Source: an optimization exercise on an open RTL-to-GDS flow (aim: small area). Production flows keep margins and buffers that such runs may drop.
Where RTL was checked, it was by simulation tests only, not by an equivalence proof against the original.
Function not checked in run 1: the RTL went through the layout flow alone.
No activity file was given, so power comes from the tool's default toggle rates.

**design/flow/design.v**
```verilog
module qseq (
    input  wire        clk,
    input  wire        rst,
    input  wire        cmd_valid,
    input  wire [7:0]  cmd_op,
    input  wire [31:0] cmd_addr,
    input  wire [31:0] cmd_len,
    input  wire [31:0] cmd_arg,
    output wire        rdy,
    output reg         done,
    output reg  [7:0]  res_code,
    output wire [2:0]  res_cause,
    output reg  [63:0] res_value,
    output reg  [3:0]  bri_op,
    output reg         bri_clear_all,
    output reg  [7:0]  txn_opcode,
    output reg  [23:0] txn_addr,
    output reg  [2:0]  txn_addr_lines,
    output reg  [5:0]  txn_addr_bits,
    output reg  [2:0]  txn_data_lines,
    output reg  [4:0]  txn_dummy,
    output reg  [1:0]  txn_dir,
    output reg  [31:0] txn_len,
    output wire [7:0]  bri_wdata,
    input  wire [2:0]  bri_flags,
    input  wire [7:0]  bri_rdata,
    output reg         hbuf_we,
    output reg         hbuf_re,
    output wire [31:0] hbuf_addr,
    output wire [7:0]  hbuf_wdata,
    input  wire [7:0]  hbuf_rdata
);
    localparam [3:0] K_RS   = 4'd0;
    localparam [3:0] K_WNB  = 4'd1;
    localparam [3:0] K_SC   = 4'd2;
    localparam [3:0] K_WE   = 4'd3;
    localparam [3:0] K_RM   = 4'd4;
    localparam [3:0] K_RD   = 4'd5;
    localparam [3:0] K_WR   = 4'd6;
    localparam [3:0] K_ER4  = 4'd7;
    localparam [3:0] K_ER32 = 4'd8;
    localparam [3:0] K_ER64 = 4'd9;
    localparam [3:0] K_CE   = 4'd10;
    localparam [3:0] K_INIT = 4'd11;
    localparam [3:0] K_DEIN = 4'd12;
    localparam [3:0] K_VER  = 4'd13;
    localparam [1:0] P_X = 2'd0;    
    localparam [1:0] P_S = 2'd1;    
    localparam [1:0] P_T = 2'd2;    
    localparam [5:0] S_IDLE    = 6'd0;
    localparam [5:0] S_DISP    = 6'd1;
    localparam [5:0] S_DONE    = 6'd2;
    localparam [5:0] S_FAIL    = 6'd3;
    localparam [5:0] S_RS_CFG  = 6'd4;
    localparam [5:0] S_RS_TRIG = 6'd5;
    localparam [5:0] S_RS_CLR  = 6'd6;
    localparam [5:0] S_RS_RD   = 6'd7;
    localparam [5:0] S_SC_CFG  = 6'd8;
    localparam [5:0] S_SC_TRIG = 6'd9;
    localparam [5:0] S_SC_CLR  = 6'd10;
    localparam [5:0] S_CHK     = 6'd11;
    localparam [5:0] S_WE_B    = 6'd12;
    localparam [5:0] S_RM_B    = 6'd13;
    localparam [5:0] S_RM_C    = 6'd14;
    localparam [5:0] S_INIT_I  = 6'd15;
    localparam [5:0] S_INIT_E  = 6'd16;
    localparam [5:0] S_DEINIT  = 6'd17;
    localparam [5:0] S_RD_CFG  = 6'd18;
    localparam [5:0] S_RD_TRIG = 6'd19;
    localparam [5:0] S_RD_BYTE = 6'd20;
    localparam [5:0] S_RD_CLR  = 6'd21;
    localparam [5:0] S_WR_ISS  = 6'd22;
    localparam [5:0] S_WR_CFG  = 6'd23;
    localparam [5:0] S_WR_TRIG = 6'd24;
    localparam [5:0] S_WR_BYTE = 6'd25;
    localparam [5:0] S_WR_CLR  = 6'd26;
    localparam [5:0] S_WR_NEXT = 6'd27;
    localparam [5:0] S_ER_B    = 6'd28;
    localparam [5:0] S_ER_C    = 6'd29;
    localparam [5:0] S_ER_D    = 6'd30;
    localparam [5:0] S_ER_E    = 6'd31;
    localparam [5:0] S_ER_NEXT = 6'd32;
    localparam [5:0] S_CE_B    = 6'd33;
    localparam [5:0] S_CE_C    = 6'd34;
    localparam [9:0]  TB_1000   = 10'h3f7;
    localparam [16:0] TD_100000 = 17'h1f15b;
    localparam [16:0] TD_1000   = 17'h15089;
    localparam [16:0] TD_80000  = 17'h0df90;
    reg [5:0]  st, st_n;
    reg [1:0]  ph, ph_n;
    reg        done_n;
    reg        inited, inited_n;
    reg [3:0]  k, k_n;
    reg        abi, abi_n;
    reg [2:0]  stage, stage_n;
    reg [2:0]  cause, cause_n;
    reg        chk, chk_n;
    reg [9:0]  tb, tb_n;
    reg [16:0] td, td_n;
    reg [23:0] a, a_n;
    reg [31:0] r, r_n;
    reg [31:0] p, p_n;
    reg        stop, stop_n;
    assign rdy        = (st == S_IDLE);
    assign res_cause  = cause;
    assign bri_wdata  = hbuf_rdata;
    assign hbuf_wdata = bri_rdata;
    assign hbuf_addr  = p;
    always @* begin
        res_value = 64'd0;
        if (cause == 3'd0) begin
            if (k == K_RS || k == K_WNB) res_value[7:0] = p[7:0];
            else                         res_value[0]   = abi;
        end
        case (cause)
            3'd0: res_code = 8'd0;
            3'd4: res_code = 8'hFE;
            3'd5: res_code = 8'hFF;
            default: begin
                if (abi)                              res_code = 8'd1;
                else if (k == K_WNB && cause == 3'd2) res_code = 8'd2;
                else if (k == K_WE  && cause == 3'd3) res_code = 8'd3;
                else                                  res_code = {5'd0, stage};
            end
        endcase
    end
    reg [3:0] in_k;
    reg       in_legal, in_ninit;
    always @* begin
        in_legal = 1'b1;
        in_ninit = 1'b1;
        case (cmd_op)
            8'h01: in_k = K_RS;
            8'h02: in_k = K_WNB;
            8'h03: in_k = K_SC;
            8'h04: in_k = K_WE;
            8'h05: in_k = K_RM;
            8'h06: in_k = K_RD;
            8'h07: in_k = K_WR;
            8'h08: case (cmd_arg[1:0])
                       2'd0: in_k = K_ER4;
                       2'd1: in_k = K_ER32;
                       2'd2: in_k = K_ER64;
                       default: in_k = K_CE;
                   endcase
            8'h09: in_k = K_CE;
            8'h0A: begin in_k = K_INIT; in_ninit = 1'b0; end
            8'h0B: begin in_k = K_DEIN; in_ninit = 1'b0; end
            8'h10: begin in_k = K_INIT; in_ninit = 1'b0; end
            8'h11: in_k = K_WR;
            8'h12: in_k = K_ER4;
            8'h13: begin in_k = K_VER; in_ninit = 1'b0; end
            default: begin in_k = K_VER; in_legal = 1'b0; end
        endcase
    end
    wire        in_abi = (cmd_op == 8'h10) || (cmd_op == 8'h11) || (cmd_op == 8'h12);
    function [31:0] inc32(input [31:0] x);
        integer i;
        reg c;
        begin
            c = 1'b1;
            for (i = 0; i < 32; i = i + 1) begin
                inc32[i] = x[i] ^ c;
                c = c & x[i];
            end
        end
    endfunction
    function [31:0] dec32(input [31:0] x);
        integer i;
        reg b;
        begin
            b = 1'b1;
            for (i = 0; i < 32; i = i + 1) begin
                dec32[i] = x[i] ^ b;
                b = b & !x[i];
            end
        end
    endfunction
    function [23:0] inc24(input [23:0] x);
        integer i;
        reg c;
        begin
            c = 1'b1;
            for (i = 0; i < 24; i = i + 1) begin
                inc24[i] = x[i] ^ c;
                c = c & x[i];
            end
        end
    endfunction
    function cout32(input [31:0] x, input [31:0] y);
        integer i;
        reg c;
        begin
            c = 1'b0;
            for (i = 0; i < 32; i = i + 1)
                c = (x[i] & y[i]) | (c & (x[i] | y[i]));
            cout32 = c;
        end
    endfunction
    function gt16(input [15:0] x, input [15:0] y);
        integer i;
        reg g;
        begin
            g = 1'b0;
            for (i = 0; i < 16; i = i + 1)
                g = (x[i] & !y[i]) | (!(x[i] ^ y[i]) & g);
            gt16 = g;
        end
    endfunction
    function cout8(input [7:0] x, input [7:0] y);
        integer i;
        reg c;
        begin
            c = 1'b0;
            for (i = 0; i < 8; i = i + 1)
                c = (x[i] & y[i]) | (c & (x[i] | y[i]));
            cout8 = c;
        end
    endfunction
    function [8:0] pgrem(input [7:0] x);
        integer i;
        reg z;
        begin
            z = 1'b1;                
            for (i = 0; i < 8; i = i + 1) begin
                pgrem[i] = x[i] ^ !z ;
                z = z & !x[i];
            end
            pgrem[8] = z;
        end
    endfunction
    wire [31:0] p_inc = inc32(p);
    wire [31:0] r_dec = dec32(r);
    wire [23:0] a_inc = inc24(a);
    wire k_er   = (k == K_ER4) || (k == K_ER32) || (k == K_ER64);
    wire we_ctx = (k == K_WE) || (stage == 3'd1 && k != K_WNB);
    wire use_r  = !we_ctx && !abi && !(k == K_WR || k == K_RM || k == K_INIT);
    reg wf_ok;
    always @* begin
        case (st)
            S_RS_CLR, S_SC_CLR, S_RD_CLR, S_WR_CLR: wf_ok = bri_flags[1];
            S_RD_BYTE: wf_ok = bri_flags[1] | bri_flags[2];
            S_WR_BYTE: wf_ok = bri_flags[2];
            default:   wf_ok = !bri_flags[0];
        endcase
    end
    wire [8:0] pg_rem  = pgrem(a[7:0]);
    wire       r_small = (r[31:8] == 24'd0) && !cout8(r[7:0], a[7:0]);    
    wire [8:0] wr_size = r_small ? {1'b0, r[7:0]} : pg_rem;
    always @* begin
        st_n     = st;
        ph_n     = P_X;
        done_n   = done;
        inited_n = inited;
        k_n      = k;
        abi_n    = abi;
        stage_n  = stage;
        cause_n  = cause;
        chk_n    = chk;
        tb_n     = tb;
        td_n     = td;
        a_n      = a;
        r_n      = r;
        p_n      = p;
        stop_n   = stop;
        bri_op         = 4'd0;
        bri_clear_all  = 1'b0;
        txn_opcode     = 8'd0;
        txn_addr       = 24'd0;
        txn_addr_lines = 3'd0;
        txn_addr_bits  = 6'd0;
        txn_data_lines = 3'd0;
        txn_dummy      = 5'd0;
        txn_dir        = 2'd0;
        txn_len        = 32'd0;
        hbuf_we        = 1'b0;
        hbuf_re        = 1'b0;
        if (ph == P_S) begin
            bri_op = 4'd3;
            ph_n   = wf_ok ? P_X : P_T;
        end else if (ph == P_T) begin
            tb_n = {tb[8:0], tb[9] ^ tb[6]};
            if (&tb) begin
                cause_n = 3'd1;
                st_n    = S_FAIL;
            end else begin
                ph_n = P_S;
            end
        end else begin
            case (st)
                S_IDLE: begin
                    if (cmd_valid) begin
                        k_n    = in_k;
                        abi_n  = in_abi;
                        done_n = 1'b0;
                        st_n   = S_DISP;
                        cause_n = !in_legal ? 3'd5 : (in_ninit && !inited) ? 3'd4 : 3'd0;
                        if (in_k == K_INIT || in_k == K_DEIN) inited_n = 1'b0;
                        a_n    = (cmd_op == 8'h12) ? {8'd0, cmd_addr[27:12]} : cmd_addr[23:0];
                        r_n    = (cmd_op == 8'h02 || cmd_op == 8'h03) ? cmd_arg :
                                 (cmd_op == 8'h12) ? {16'd0, cmd_arg[27:12]} : cmd_len;
                        p_n    = (cmd_op == 8'h11) ? {4'd0, cmd_addr[27:0]} : cmd_addr;
                    end
                end
                S_DISP: begin
                    stage_n = 3'd1;
                    p_n     = 32'd0;
                    stop_n  = cout32(p, r) && !(&p[31:8]);
                    if (cause != 3'd0) begin
                        done_n = 1'b1;
                        st_n   = S_IDLE;
                    end else begin
                        tb_n = TB_1000;
                        ph_n = P_S;
                        case (k)
                            K_RS:  st_n = S_RS_CFG;
                            K_WNB: begin
                                if (r == 32'd0) begin
                                    ph_n    = P_X;
                                    cause_n = 3'd2;
                                    st_n    = S_FAIL;
                                end else st_n = S_RS_CFG;
                            end
                            K_RD: begin
                                if (r == 32'd0) begin ph_n = P_X; st_n = S_DONE; end
                                else st_n = S_RD_CFG;
                            end
                            K_WR: begin
                                if (r == 32'd0) begin ph_n = P_X; st_n = S_DONE; end
                                else st_n = S_SC_CFG;
                            end
                            K_ER4: begin
                                if (abi && gt16(a[15:0], r[15:0])) begin ph_n = P_X; st_n = S_DONE; end
                                else st_n = S_SC_CFG;
                            end
                            K_INIT: begin ph_n = P_X; st_n = S_INIT_I; end
                            K_DEIN: begin ph_n = P_X; st_n = S_DEINIT; end
                            K_VER:  begin ph_n = P_X; st_n = S_DONE; end
                            default: st_n = S_SC_CFG;    
                        endcase
                    end
                end
                S_DONE: begin
                    if (k == K_INIT) inited_n = 1'b1;
                    done_n = 1'b1;
                    st_n   = S_IDLE;
                end
                S_FAIL: begin
                    bri_op        = 4'd4;
                    bri_clear_all = 1'b1;
                    done_n        = 1'b1;
                    st_n          = S_IDLE;
                end
                S_RS_CFG: begin
                    bri_op         = 4'd1;
                    txn_opcode     = 8'h05;
                    txn_data_lines = 3'd1;
                    txn_dir        = 2'd1;
                    txn_len        = 32'd1;
                    st_n           = S_RS_TRIG;
                end
                S_RS_TRIG: begin
                    bri_op = 4'd2;
                    tb_n   = TB_1000;
                    ph_n   = P_S;
                    st_n   = S_RS_CLR;
                end
                S_RS_CLR: begin
                    bri_op = 4'd4;
                    st_n   = S_RS_RD;
                end
                S_RS_RD: begin
                    bri_op = 4'd5;
                    chk_n  = we_ctx ? bri_rdata[1] : !bri_rdata[0];
                    if (k == K_RS || k == K_WNB) p_n[7:0] = bri_rdata;
                    st_n   = (k == K_RS) ? S_DONE : S_CHK;
                end
                S_SC_CFG: begin
                    bri_op = 4'd1;
                    if (k == K_SC) begin
                        txn_opcode = r[7:0];
                        if (r[8]) begin
                            txn_addr       = a;
                            txn_addr_lines = 3'd1;
                            txn_addr_bits  = 6'd24;
                        end
                    end else if (k == K_RM || k == K_INIT) begin
                        txn_opcode = (stage == 3'd1) ? 8'h66 : 8'h99;
                    end else if (stage == 3'd1) begin
                        txn_opcode = 8'h06;
                    end else if (k == K_CE) begin
                        txn_opcode = 8'hC7;
                    end else begin
                        txn_opcode     = (k == K_ER4) ? 8'h20 : (k == K_ER32) ? 8'h52 : 8'hD8;
                        txn_addr       = abi ? {a[11:0], 12'd0} : a;
                        txn_addr_lines = 3'd1;
                        txn_addr_bits  = 6'd24;
                    end
                    st_n = S_SC_TRIG;
                end
                S_SC_TRIG: begin
                    bri_op = 4'd2;
                    tb_n   = TB_1000;
                    ph_n   = P_S;
                    st_n   = S_SC_CLR;
                end
                S_SC_CLR: begin
                    bri_op = 4'd4;
                    if (k == K_SC)                     st_n = S_DONE;
                    else if (k == K_RM || k == K_INIT) st_n = (stage == 3'd1) ? S_RM_B : S_RM_C;
                    else if (stage == 3'd1)            st_n = S_WE_B;
                    else if (k == K_CE)                st_n = S_CE_C;
                    else                               st_n = S_ER_C;
                end
                S_WE_B: begin
                    td_n = TD_100000;
                    if (k == K_WE) stage_n = 3'd2;
                    tb_n = TB_1000;
                    ph_n = P_S;
                    st_n = S_RS_CFG;
                end
                S_CHK: begin
                    if (chk) begin
                        if (k == K_WE || k == K_WNB || k == K_RM || k == K_INIT ||
                            (k == K_CE && !we_ctx))
                            st_n = S_DONE;
                        else if (k == K_WR)
                            st_n = we_ctx ? S_WR_ISS : S_WR_NEXT;
                        else if (k == K_CE)
                            st_n = S_CE_B;
                        else
                            st_n = we_ctx ? S_ER_B : S_ER_D;
                    end else begin
                        if (use_r) r_n = r_dec;
                        else       td_n = {td[15:0], td[16] ^ td[13]};
                        if (use_r ? (r == 32'd1) : (&td)) begin
                            cause_n = we_ctx ? 3'd3 : 3'd2;
                            st_n    = S_FAIL;
                        end else begin
                            tb_n = TB_1000;
                            ph_n = P_S;
                            st_n = S_RS_CFG;
                        end
                    end
                end
                S_RM_B: begin
                    stage_n = 3'd2;
                    tb_n    = TB_1000;
                    ph_n    = P_S;
                    st_n    = S_SC_CFG;
                end
                S_RM_C: begin
                    stage_n = 3'd3;
                    td_n    = TD_1000;
                    tb_n    = TB_1000;
                    ph_n    = P_S;
                    st_n    = S_RS_CFG;
                end
                S_INIT_I: begin
                    bri_op = 4'd7;
                    st_n   = S_INIT_E;
                end
                S_INIT_E: begin
                    bri_op  = 4'd8;
                    stage_n = 3'd1;
                    tb_n    = TB_1000;
                    ph_n    = P_S;
                    st_n    = S_SC_CFG;
                end
                S_DEINIT: begin
                    bri_op   = 4'd9;
                    inited_n = 1'b0;
                    st_n     = S_DONE;
                end
                S_RD_CFG: begin
                    bri_op         = 4'd1;
                    txn_opcode     = 8'hEB;
                    txn_addr       = a;
                    txn_addr_lines = 3'd4;
                    txn_addr_bits  = 6'd24;
                    txn_dummy      = 5'd6;
                    txn_data_lines = 3'd4;
                    txn_dir        = 2'd1;
                    txn_len        = r;
                    st_n           = S_RD_TRIG;
                end
                S_RD_TRIG: begin
                    bri_op  = 4'd2;
                    stage_n = 3'd2;
                    tb_n    = TB_1000;
                    ph_n    = P_S;
                    st_n    = S_RD_BYTE;
                end
                S_RD_BYTE: begin
                    bri_op  = 4'd5;
                    hbuf_we = 1'b1;
                    p_n     = p_inc;
                    r_n     = r_dec;
                    tb_n    = TB_1000;
                    ph_n    = P_S;
                    if (r == 32'd1) begin
                        stage_n = 3'd3;
                        st_n    = S_RD_CLR;
                    end
                end
                S_RD_CLR: begin
                    bri_op = 4'd4;
                    st_n   = S_DONE;
                end
                S_WR_ISS: begin
                    stage_n = 3'd2;
                    tb_n    = TB_1000;
                    ph_n    = P_S;
                    st_n    = S_WR_CFG;
                end
                S_WR_CFG: begin
                    bri_op         = 4'd1;
                    txn_opcode     = 8'h32;
                    txn_addr       = a;
                    txn_addr_lines = 3'd1;
                    txn_addr_bits  = 6'd24;
                    txn_data_lines = 3'd4;
                    txn_dir        = 2'd2;
                    txn_len        = {23'd0, wr_size};
                    st_n           = S_WR_TRIG;
                end
                S_WR_TRIG: begin
                    bri_op  = 4'd2;
                    stage_n = 3'd3;
                    tb_n    = TB_1000;
                    ph_n    = P_S;
                    st_n    = S_WR_BYTE;
                end
                S_WR_BYTE: begin
                    bri_op  = 4'd6;
                    hbuf_re = 1'b1;
                    p_n     = p_inc;
                    r_n     = r_dec;
                    a_n     = a_inc;
                    tb_n    = TB_1000;
                    ph_n    = P_S;
                    if (r == 32'd1 || a[7:0] == 8'hFF) begin
                        stage_n = 3'd4;
                        st_n    = S_WR_CLR;
                    end
                end
                S_WR_CLR: begin
                    bri_op  = 4'd4;
                    stage_n = 3'd5;
                    td_n    = TD_1000;
                    tb_n    = TB_1000;
                    ph_n    = P_S;
                    st_n    = S_RS_CFG;
                end
                S_WR_NEXT: begin
                    if (r != 32'd0 && !stop) begin
                        stage_n = 3'd1;
                        tb_n    = TB_1000;
                        ph_n    = P_S;
                        st_n    = S_SC_CFG;
                    end else begin
                        st_n = S_DONE;
                    end
                end
                S_ER_B: begin
                    stage_n = 3'd2;
                    tb_n    = TB_1000;
                    ph_n    = P_S;
                    st_n    = S_SC_CFG;
                end
                S_ER_C: begin
                    stage_n = 3'd3;
                    if (abi) td_n = TD_80000;
                    else     r_n  = (k == K_ER4) ? 32'd80000 : 32'd300000;
                    tb_n    = TB_1000;
                    ph_n    = P_S;
                    st_n    = S_RS_CFG;
                end
                S_ER_D: begin
                    stage_n = 3'd4;
                    tb_n    = TB_1000;
                    ph_n    = P_S;
                    st_n    = S_ER_E;
                end
                S_ER_E: begin
                    bri_op        = 4'd4;
                    bri_clear_all = 1'b1;
                    st_n          = abi ? S_ER_NEXT : S_DONE;
                end
                S_ER_NEXT: begin
                    a_n = a_inc;
                    if (a[15:0] == r[15:0]) begin
                        st_n = S_DONE;
                    end else begin
                        stage_n = 3'd1;
                        tb_n    = TB_1000;
                        ph_n    = P_S;
                        st_n    = S_SC_CFG;
                    end
                end
                S_CE_B: begin
                    stage_n = 3'd2;
                    tb_n    = TB_1000;
                    ph_n    = P_S;
                    st_n    = S_SC_CFG;
                end
                S_CE_C: begin
                    stage_n = 3'd3;
                    r_n     = 32'd25000000;
                    tb_n    = TB_1000;
                    ph_n    = P_S;
                    st_n    = S_RS_CFG;
                end
                default: st_n = S_IDLE;
            endcase
        end
    end
    always @(posedge clk) begin
        if (rst) begin
            st     <= S_IDLE;
            ph     <= P_X;
            done   <= 1'b0;
            inited <= 1'b0;
        end else begin
            st     <= st_n;
            ph     <= ph_n;
            done   <= done_n;
            inited <= inited_n;
        end
    end
    always @(posedge clk) begin
        k     <= k_n;
        abi   <= abi_n;
        stage <= stage_n;
        cause <= cause_n;
        chk   <= chk_n;
        tb    <= tb_n;
        td    <= td_n;
        a     <= a_n;
        r     <= r_n;
        p     <= p_n;
        stop  <= stop_n;
    end
endmodule
```
**design/flow/constraint.sdc**
```tcl
create_clock -name core_clock -period 10.0 [get_ports {clk}]
set_input_delay 2.0000 -clock core_clock [delete_from_list [all_inputs] [get_ports {clk}]]
set_output_delay 2.0000 -clock core_clock [all_outputs]
set_load 0.01 [all_outputs]
```
**design/flow/standard.sh**
```bash
#!/bin/bash
# synth_recipe.tcl (not shown) runs the flow's synth.tcl, then flattens the netlist and writes it again
# the make line also repeats each setting of config.mk as NAME=value (left out here)
make -C /OpenROAD-flow-scripts/flow DESIGN_CONFIG=/design/flow/config.mk WORK_HOME=/design/flow/orfs CLKGATE_MAP_FILE= SYNTH_SCRIPT=/design/flow/synth_recipe.tcl "${@:-finish}"
```
**design/flow/flow/run.sh**
```bash
#!/bin/bash
# The standard layout, with each port buffered by the smallest plain buffer
# (sky130_fd_sc_hd__buf_1) instead of the default delay buffer.
set -euo pipefail
export BUFFER_PORTS_ARGS="-buffer_cell sky130_fd_sc_hd__buf_1"
bash standard.sh > standard.log 2>&1
```
**design/flow/config.mk**
```make
export PLATFORM = sky130hd
export DESIGN_NAME = qseq
export DESIGN_NICKNAME = qseq
export VERILOG_FILES = /design/flow/design.v
export SDC_FILE = /design/flow/constraint.sdc
export NUM_CORES = 4
export LEC_CHECK = 0
export CAP_MARGIN = 20
export CORE_MARGIN = 2
export CORE_UTILIZATION = 40
export PLACE_DENSITY = 0.6
export SLEW_MARGIN = 20
```
==> notes.md, run 1 <==
Peak VDD IR=0.000123 V; port buffer count=259; Pleak=6.05 nW; area grow syn2layout=11.9%; Critical Path Fanout Max=8; Chip Height=183 microns; Post-route DRC=0; CTS H-Tree Depth=4; post_cts resized=0; crit start category=flip-flop; CP max-delay cell=edfxtp_1; area of the core=31600 sq um; dpl hpwl=37200 microns; starting density of the core=0.407; final WL=47900 microns; Max-Cap Viols=0; die width=183 microns; Post-Syn Area=12900 sq um; setup violators final=0; crit path time final=6.81 ns; clock sinks=138; layout cells sized above 1=0.0506; Crit. End Element=flip-flop; Sw Ratio=0.396; Tcrit/Tclk final=0.681; Critical Setup Path Class=reg2reg; Hold-fix buffers, CTS=0; Clk pwr share=0.286; RR Endpoint=r[31]; Post-CTS Repair Setup Buffers=0; EDFF count, synth=128; GPL Wtd Cong=0.977; Internal=1.38 mW; TritonCTS buffer count=17; Hold Violations, Final=0; combinational power share=0.310; actual slew at the worst max-slew pin=1.13 ns; Rel. slew slack=0.241; status=complete, no violations; min-delay src=inited; Setup TNS Final=0 ns; Distinct cells, synth=76; FILL cells=3145; pin count of the biggest net entering global routing=61; sequential share of power=0.405; #FFs+latches synth=138; Req. time, crit path=10.16 ns; Hold Crit Depth=2; setup ws final=3.19 ns; clock root buffer=clkbuf_16; Congestion Overflow GR=0; synth warn=1; clock latency (worst-skew pair)=0.44 ns; Post-Layout Cell Count=2141; first-pass GRT wire length=71600 microns; switching power=0.908 mW; Finished Core Util=0.456; RSZ-0062 raised after global routing=false; WP data arrival=6.97 ns; Seq/Total Area, Yosys=0.314; P per Cell Area=159 nW/um^2; post-route ant nets=0; CTS tree=built; hold endpoint=inited; DR WL/cell=22.4 microns; starting DRC count in detailed routing=1877; io pins=341; Mean Syn Cell Area=8.38 sq um; worst hold path type=reg2reg; layout net count=1979; Slew Viols, Final=0; first drt pass iteration count=8; Post-synth ARST share=0; r2r startpoint=r[0]; peak per-stage delay on the critical path=0.56 ns; Global Route Usage Sum=0.280; Placement Setup Slack=3.28 ns; die area=33700 sq um; drt via density=6.00; Worst-path clk slew=0.06 ns; clk buf depth=2; Worst R2R Path Depth=33; Gate Count Post-Synth=1537; flop2flop setup slack=3.19 ns; Row Count=65; number of global-route vias before repair=11800; critical path's most frequent cell=ha_1; placed cells=2109; Fmax=147 MHz; post-route total power=2.29 mW; ANT cells=0; Layout Skew=0.0176 ns; ys flop type=edfxtp_1; via count=12800; initial antenna violation count=0
worst max-delay path by stage:
stage	from	end	slack (ns)	cells past startpoint
after detailed placement	r[0]	r[31]	3.28	33
after global placement	r[0]	r[31]	3.35	33
final	r[0]	r[31]	3.19	33
after global routing	r[0]	r[31]	2.76	33
after floorplan	p[0]	p[31]	3.77	32
after CTS	r[0]	r[31]	3.22	33
cell families (layout without fill, tap and decap cells):
| logic type | after synthesis | in the layout | synth area share |
|---|---|---|---|
| AO/OA/AOI/OAI | 413 | 413 | 0.213 |
| XOR/XNOR | 9 | 9 | 0.00612 |
| adder cells (fa/ha/maj) | 130 | 130 | 0.126 |
| buffers and inverters | 254 | 392 | 0.101 |
| flip-flops | 138 | 138 | 0.314 |
| multiplexers | 35 | 35 | 0.0272 |
| other | 1 | 65 | 0.000291 |
| AND/OR/NAND/NOR | 557 | 557 | 0.213 |
sequential cells by signal (all words and copies together) (netlist names), 2 cells and up:
| signal | cells |
|---|---|
| p | 32 |
| r | 32 |
| st | 6 |
| a | 24 |
| td | 17 |
| ph | 2 |
| k | 4 |
| cause | 3 |
| stage | 3 |
| tb | 10 |
power groups by stage:
stage,clock network [mW],registers (mW),logic (mW)
after floorplan,0,0.892,0.468
after global placement,0,0.930,0.685
after detailed placement,0,0.933,0.695
after CTS,0.659,0.922,0.697
after global routing,0.678,0.938,0.782
final,0.654,0.927,0.709
stage by stage:
step                cell area [sq um]  hold slack (ns)
floorplan                       13100            0.446
global placement                13800            0.493
detailed placement              13800            0.486
CTS                             14400            0.502
global route                    14400            0.527
finish                          14400            0.498
placed cells by master, fill, tap and decap left out, drive strengths merged, types with 21 or more instances in the layout:
master	count
ha	127
nor3	47
nor2	156
nor4	23
o21ai	85
nand3	36
buf	283
edfxtp	128
nand2	143
mux2i	35
a22o	24
o22ai	32
a21oi	98
nand2b	32
nor2b	21
a22oi	24
inv	84
conb	65
cells in the mapped netlist, drive strengths merged (5+ instances only):
cell / count / area, sq um
nor4: 23 / 178
a22o: 24 / 210
nand3: 36 / 180
a32oi: 5 / 43.8
o211ai: 10 / 75.1
o21ai: 85 / 425
a21boi: 7 / 52.6
buf: 109 / 753
and2: 19 / 119
o21a: 10 / 75.1
a222oi: 8 / 80.1
or2: 7 / 43.8
or3: 11 / 68.8
nand4: 19 / 125
and3: 18 / 113
ha: 127 / 1590
xnor2: 5 / 43.8
inv: 77 / 289
nand2: 143 / 537
a221oi: 6 / 52.6
edfxtp: 128 / 3840
o22ai: 32 / 200
nand2b: 32 / 200
a211oi: 10 / 75.1
a2111oi: 5 / 50.0
o221ai: 7 / 61.3
a31oi: 15 / 93.8
nand3b: 5 / 37.5
mux2i: 35 / 350
nor3b: 6 / 45.0
a21o: 16 / 120
o31ai: 6 / 45.0
a21oi: 98 / 490
or3b: 5 / 43.8
nor3: 47 / 252
clkbuf: 68 / 255
a22oi: 24 / 180
nor2: 156 / 586
a32o: 8 / 80.1
dfxtp: 10 / 200
nor2b: 21 / 131
layer usage:
metal | share of wire | track usage | wire (microns)
met3 | 0.10 | 0.0592 | 4800
met2 | 0.45 | 0.445 | 21700
met1 | 0.42 | 0.382 | 20000
met4 | 0.029 | 0.0880 | 1380
met5 | 0 | 0 | 0
final cells by class:
class                   instances  area, sq um  share of cell area
clock inverters                14          160              0.0111
multi-input cells            1209         7840               0.544
well taps                     402          503              0.0349
clock buffers                  18          429              0.0298
flip-flops and latches        138         4040               0.281
repair buffers                283         1150              0.0799
inverters                      77          289              0.0201
worst max-delay path: cells and delay by family, from the launching register on:
kind                       cells  cell delay, ns
DFF                            1            0.56
xor gates and xnor gates       1            0.13
adders and majority gates     30            5.63
AOI/OAI and AO/OA              1            0.10
buffers and inverters          1            0.12
==> run 2: changes to the inputs <==
--- a/design/flow/design.v
+++ b/design/flow/design.v
@@ -156,80 +156,5 @@
     wire        in_abi = (cmd_op == 8'h10) || (cmd_op == 8'h11) || (cmd_op == 8'h12);
-    function [31:0] inc32(input [31:0] x);
-        integer i;
-        reg c;
-        begin
-            c = 1'b1;
-            for (i = 0; i < 32; i = i + 1) begin
-                inc32[i] = x[i] ^ c;
-                c = c & x[i];
-            end
-        end
-    endfunction
-    function [31:0] dec32(input [31:0] x);
-        integer i;
-        reg b;
-        begin
-            b = 1'b1;
-            for (i = 0; i < 32; i = i + 1) begin
-                dec32[i] = x[i] ^ b;
-                b = b & !x[i];
-            end
-        end
-    endfunction
-    function [23:0] inc24(input [23:0] x);
-        integer i;
-        reg c;
-        begin
-            c = 1'b1;
-            for (i = 0; i < 24; i = i + 1) begin
-                inc24[i] = x[i] ^ c;
-                c = c & x[i];
-            end
-        end
-    endfunction
-    function cout32(input [31:0] x, input [31:0] y);
-        integer i;
-        reg c;
-        begin
-            c = 1'b0;
-            for (i = 0; i < 32; i = i + 1)
-                c = (x[i] & y[i]) | (c & (x[i] | y[i]));
-            cout32 = c;
-        end
-    endfunction
-    function gt16(input [15:0] x, input [15:0] y);
-        integer i;
-        reg g;
-        begin
-            g = 1'b0;
-            for (i = 0; i < 16; i = i + 1)
-                g = (x[i] & !y[i]) | (!(x[i] ^ y[i]) & g);
-            gt16 = g;
-        end
-    endfunction
-    function cout8(input [7:0] x, input [7:0] y);
-        integer i;
-        reg c;
-        begin
-            c = 1'b0;
-            for (i = 0; i < 8; i = i + 1)
-                c = (x[i] & y[i]) | (c & (x[i] | y[i]));
-            cout8 = c;
-        end
-    endfunction
-    function [8:0] pgrem(input [7:0] x);
-        integer i;
-        reg z;
-        begin
-            z = 1'b1;                
-            for (i = 0; i < 8; i = i + 1) begin
-                pgrem[i] = x[i] ^ !z ;
-                z = z & !x[i];
-            end
-            pgrem[8] = z;
-        end
-    endfunction
-    wire [31:0] p_inc = inc32(p);
-    wire [31:0] r_dec = dec32(r);
-    wire [23:0] a_inc = inc24(a);
+    wire [31:0] in_wa  = (cmd_op == 8'h11) ? {4'd0, cmd_addr[27:0]} : cmd_addr;
+    wire [32:0] in_we  = {1'b0, in_wa} + {1'b0, cmd_len};
+    wire        in_stop = in_we[32] && !(&in_wa[31:8]);
     wire k_er   = (k == K_ER4) || (k == K_ER32) || (k == K_ER64);
@@ -246,5 +171,4 @@
     end
-    wire [8:0] pg_rem  = pgrem(a[7:0]);
-    wire       r_small = (r[31:8] == 24'd0) && !cout8(r[7:0], a[7:0]);    
-    wire [8:0] wr_size = r_small ? {1'b0, r[7:0]} : pg_rem;
+    wire [8:0] pg_rem  = 9'd256 - {1'b0, a[7:0]};
+    wire [8:0] wr_size = (r < {23'd0, pg_rem}) ? r[8:0] : pg_rem;
     always @* begin
@@ -298,6 +222,7 @@
                         if (in_k == K_INIT || in_k == K_DEIN) inited_n = 1'b0;
-                        a_n    = (cmd_op == 8'h12) ? {8'd0, cmd_addr[27:12]} : cmd_addr[23:0];
+                        a_n    = cmd_addr[23:0];
                         r_n    = (cmd_op == 8'h02 || cmd_op == 8'h03) ? cmd_arg :
                                  (cmd_op == 8'h12) ? {16'd0, cmd_arg[27:12]} : cmd_len;
-                        p_n    = (cmd_op == 8'h11) ? {4'd0, cmd_addr[27:0]} : cmd_addr;
+                        p_n    = (cmd_op == 8'h12) ? {16'd0, cmd_addr[27:12]} : 32'd0;
+                        stop_n = in_stop;
                     end
@@ -306,4 +231,2 @@
                     stage_n = 3'd1;
-                    p_n     = 32'd0;
-                    stop_n  = cout32(p, r) && !(&p[31:8]);
                     if (cause != 3'd0) begin
@@ -332,3 +255,3 @@
                             K_ER4: begin
-                                if (abi && gt16(a[15:0], r[15:0])) begin ph_n = P_X; st_n = S_DONE; end
+                                if (abi && (p[15:0] > r[15:0])) begin ph_n = P_X; st_n = S_DONE; end
                                 else st_n = S_SC_CFG;
@@ -394,3 +317,3 @@
                         txn_opcode     = (k == K_ER4) ? 8'h20 : (k == K_ER32) ? 8'h52 : 8'hD8;
-                        txn_addr       = abi ? {a[11:0], 12'd0} : a;
+                        txn_addr       = abi ? {p[11:0], 12'd0} : a;
                         txn_addr_lines = 3'd1;
@@ -433,3 +356,3 @@
                     end else begin
-                        if (use_r) r_n = r_dec;
+                        if (use_r) r_n = r - 32'd1;
                         else       td_n = {td[15:0], td[16] ^ td[13]};
@@ -496,4 +419,4 @@
                     hbuf_we = 1'b1;
-                    p_n     = p_inc;
-                    r_n     = r_dec;
+                    p_n     = p + 32'd1;
+                    r_n     = r - 32'd1;
                     tb_n    = TB_1000;
@@ -536,5 +459,5 @@
                     hbuf_re = 1'b1;
-                    p_n     = p_inc;
-                    r_n     = r_dec;
-                    a_n     = a_inc;
+                    p_n     = p + 32'd1;
+                    r_n     = r - 32'd1;
+                    a_n     = a + 24'd1;
                     tb_n    = TB_1000;
@@ -590,4 +513,4 @@
                 S_ER_NEXT: begin
-                    a_n = a_inc;
-                    if (a[15:0] == r[15:0]) begin
+                    p_n = p + 32'd1;
+                    if (p[15:0] == r[15:0]) begin
                         st_n = S_DONE;
==> design/flow/run.sh (new file) <==
#!/bin/bash
# synth_recipe.tcl (not shown) runs the flow's synth.tcl, then flattens the netlist and writes it again
# the make line also repeats each setting of config.mk as NAME=value (left out here)
make -C /OpenROAD-flow-scripts/flow DESIGN_CONFIG=/design/flow/config.mk WORK_HOME=/design/flow/orfs CLKGATE_MAP_FILE= SYNTH_SCRIPT=/design/flow/synth_recipe.tcl finish
removed: design/flow/flow/run.sh
removed: design/flow/standard.sh
==> notes.md, run 2 <==
clock sinks=138 (unchanged); first drt pass iteration count=5 (-3); Post-CTS Repair Setup Buffers=0 (unchanged); r2r startpoint=st[0]; GR Util met1=0.412 (+0.0303); Post-synth ARST share=0 (unchanged); worst-path cell chain=nor3_1, nand2b_1, nor4_1, xor2_1, ha_1, o21a_1, o211ai_1, a21oi_1, o31ai_4, o2bb2ai_1, clkdlybuf4s50_1; die width=184 microns (+0.33%); GRT met2 Usage=0.524 (+0.0791); clock latency (worst-skew pair)=0.44 ns (about the same); Hold Violations, Final=0 (unchanged); Post-route DRC=0 (unchanged); CP top delay family=compound AO/OA/AOI/OAI gates; port buffer count=259 (unchanged); Slew Viols, Final=0 (unchanged); Peak VDD IR=0.000162 V (+31%); post-route ant nets=0 (unchanged); die area=33900 sq um (+0.67%); peak per-stage delay on the critical path=0.58 ns (+0.02 ns); Row Count=65 (unchanged); simple-gate share of the synthesized area=0.252 (+0.0394); io pins=341 (unchanged); GRT Max-Usage Layer=met2; Mean Syn Cell Area=8.15 sq um (-2.7%); post_cts resized=0 (unchanged); pin count of the biggest net entering global routing=55 (-9.8%); worst hold path type=reg2reg; Max-Cap Viols=0 (unchanged); Critical Setup Path Class=reg2out; post-synth top area share=0.296 (-0.00202); flop2flop setup slack=6.23 ns (+3.04 ns); Synth area leaders=edfxtp_1 30%, ha_1 6.4%, buf_4 5.1%, nand2_1 4.8%, a21oi_1 4.4%; Synth Area in XOR/XNOR=0.0574 (+0.0513); status=complete, no violations; CP max-delay cell=o211ai_1; GPL Wtd Cong=0.992 (+1.5%); Distinct cells, synth=78 (+2.6%); CP startpoint=a[3]; area of the core=31700 sq um (+0.26%); actual slew at the worst max-slew pin=1.13 ns (-0.00496 ns); Post-Syn Area=13000 sq um (+0.68%); crit start category=flip-flop; starting DRC count in detailed routing=1430 (-24%); Req. time, crit path=8.00 ns (-2.16 ns); starting density of the core=0.409 (+0.00172); DR WL/cell=25.3 microns (+13%); FF+latch area=4040 sq um (unchanged); commonest non-fill, non-tap cell in the layout=clkdlybuf4s50_1; commonest non-fill, non-tap cells in the layout=259 x clkdlybuf4s50_1, 165 x nand2_1, 128 x edfxtp_1; TritonCTS buffer count=17 (unchanged); clock root buffer=clkbuf_16; synth warn=1 (unchanged); WP data arrival=4.44 ns (-2.53 ns); dpl hpwl=42400 microns (+14%); multiplexer area fraction after synthesis=0.00801 (-0.0192); multi-input logic area=7940 sq um (+1.3%); Post-Synth Adder-Cell Area=0.0637 (-0.0620); post-route total power=3.38 mW (+48%); Pleak=5.95 nW (-1.6%); Worst-path clk slew=0.08 ns (+0.02 ns); Critical path buffers and inverters=1 (unchanged); #FFs+latches synth=138 (unchanged); Largest regs=p: 32 flops, r: 32 flops, a: 24 flops; CTS H-Tree Depth=4 (unchanged); layout net count=1969 (-0.51%); number of global-route vias before repair=12700 (+7.5%); Gate Count Post-Synth=1591 (+3.5%); Seq/Total Area, Yosys=0.312 (-0.00212); top-count cell post-synth=nand2_1; Global Route Usage Sum=0.323 (+0.0431); ys flop type=edfxtp_1; Critical Path Fanout Max=8 (unchanged); drt via density=6.16 (+2.6%); largest family of logic cells by synthesized area=simple AND/OR/NAND/NOR gates; P per Cell Area=211 nW/um^2 (+33%); Chip Height=184 microns (+0.33%); area leader, netlist=edfxtp_1; Layout Skew=0.0198 ns (+0.00228 ns); Tcrit/Tclk final=0.644 (-0.0373); crit path time final=6.44 ns (-0.373 ns); area grow syn2layout=23.8%; min-delay src=tb[0]; initial antenna violation count=0 (unchanged); post-synthesis compound-gate area fraction=0.208 (-0.00511); most frequent cells after synthesis=165 x nand2_1, 128 x edfxtp_1, 127 x nor2_1; EDFF count, synth=128 (unchanged); via count=13500 (+5.1%); Rel. slew slack=0.247 (+0.00664); Fmax=155 MHz (+5.8%); FILL cells=3043 (-3.2%); Hold-fix buffers, CTS=0 (unchanged); Congestion Overflow GR=0 (unchanged); final WL=55400 microns (+16%); CTS tree=built; Crit. End Element=output pin; layout cells sized above 1=0.0508 (+0.000234); routing usage on met3=0.0634 (+0.00416); first-pass GRT wire length=81400 microns (+14%); clk buf depth=2 (unchanged); RSZ-0062 raised after global routing=false; setup violators final=0 (unchanged); Setup TNS Final=0 ns (unchanged)
run 2: cell count changes in the layout (fill, tap and decap cells not counted), moves of 16 or more:
cell and delta:
nand3_1 +40, nand2_1 +22, and3_1 +18, xor2_1 +36
inv_1 -31, buf_1 -259, clkdlybuf4s50_1 +259, a22oi_1 -16
mux2i_1 -28, nand4_1 +25, ha_1 -61, nor2_1 -31
xnor2_1 +40, and2_1 +26
run 2: worst register-to-register path: cells and delay by family, from the launching register on:
family	cells	cell delay (ns)
flops	1	0.30
buf+inv	2	0.68
simple gates	4	1.84
compound gates	1	0.55
run 2: worst paths after layout:
check                     to  depth (start not counted)
setup / recovery  txn_len[2]                         11
hold / removal         tb[1]                          1
setup reg to reg        p[2]                          7
hold reg to reg        tb[1]                          1
run 2: area by class of cell:
| class | instances | area share |
|---|---|---|
| clock inverter | 15 | 0.0115 |
| inverter | 49 | 0.0115 |
| timing repair buffer | 283 | 0.173 |
| antenna | 1 | 0.000156 |
| sequential | 138 | 0.252 |
| multi-input combinational | 1288 | 0.495 |
| tap | 402 | 0.0313 |
| clock buffer | 17 | 0.0265 |
run 2: kinds of logic after synthesis:
| kind of cell | after synthesis |
|---|---|
| and+or+nand+nor | 648 |
| AOI/OAI and AO/OA | 414 |
| buffers and inverters | 229 |
| DFF | 138 |
| xor gates and xnor gates | 85 |
| adders and majority gates | 66 |
| muxes | 10 |
| other | 1 |
run 2: report_power, final:
part           switching [mW]  internal (mW)  leakage [nW]
logic                   0.863          0.591          4.36
clock network           0.327          0.339         0.286
registers               0.364          0.900          1.30
total                    1.55           1.83          5.95
run 2: stage by stage:
step	setup slack [ns]	cells	hold WS (ns)	instance area, sq um	util
final	3.56	2193	0.541	16100	0.506
after floorplan	5.40	1655	0.454	13200	-
after global placement	4.32	2160	0.512	15400	0.487
after CTS	3.73	2192	0.538	16000	0.506
after global routing	3.30	2192	0.557	16100	0.506
after detailed placement	4.21	2160	0.518	15400	0.487
run 2: metal layers:
layer / wire length (microns) / share of wire
met4: 2760 / 0.050
met5: 0 / 0
met2: 25900 / 0.47
met1: 21900 / 0.39
met3: 4860 / 0.088

-- afterwards: timing with drivers on the ports --
Ports are ideal in the flow. The routed layouts listed here were re-timed in OpenROAD.
Step 1, drivers: a clkbuf_16 drives clk and a buf_2 each remaining input, both assumed.
Step 2 moves the port delays by t, midway between the first and last clock arrival at a register: inputs arrive t later, outputs are due t later. That takes back most of the time a late clock gives input paths.
Three values: no drivers, after step 1, after step 2; two values: the first two.
| run | t (ns) | slack for setup (ns) | worst register clock-pin slew, ns | cell pins on the clock port's net |
|---|---|---|---|---|
| run 1 | 0.488 | 3.190 / 3.190 / 3.190 | 0.08 / 0.08 | 1 |
| run 2 | 0.486 | 3.563 / 3.507 / 3.994 | 0.08 / 0.08 | 1 |
After both steps setup and hold are still met in every run listed.
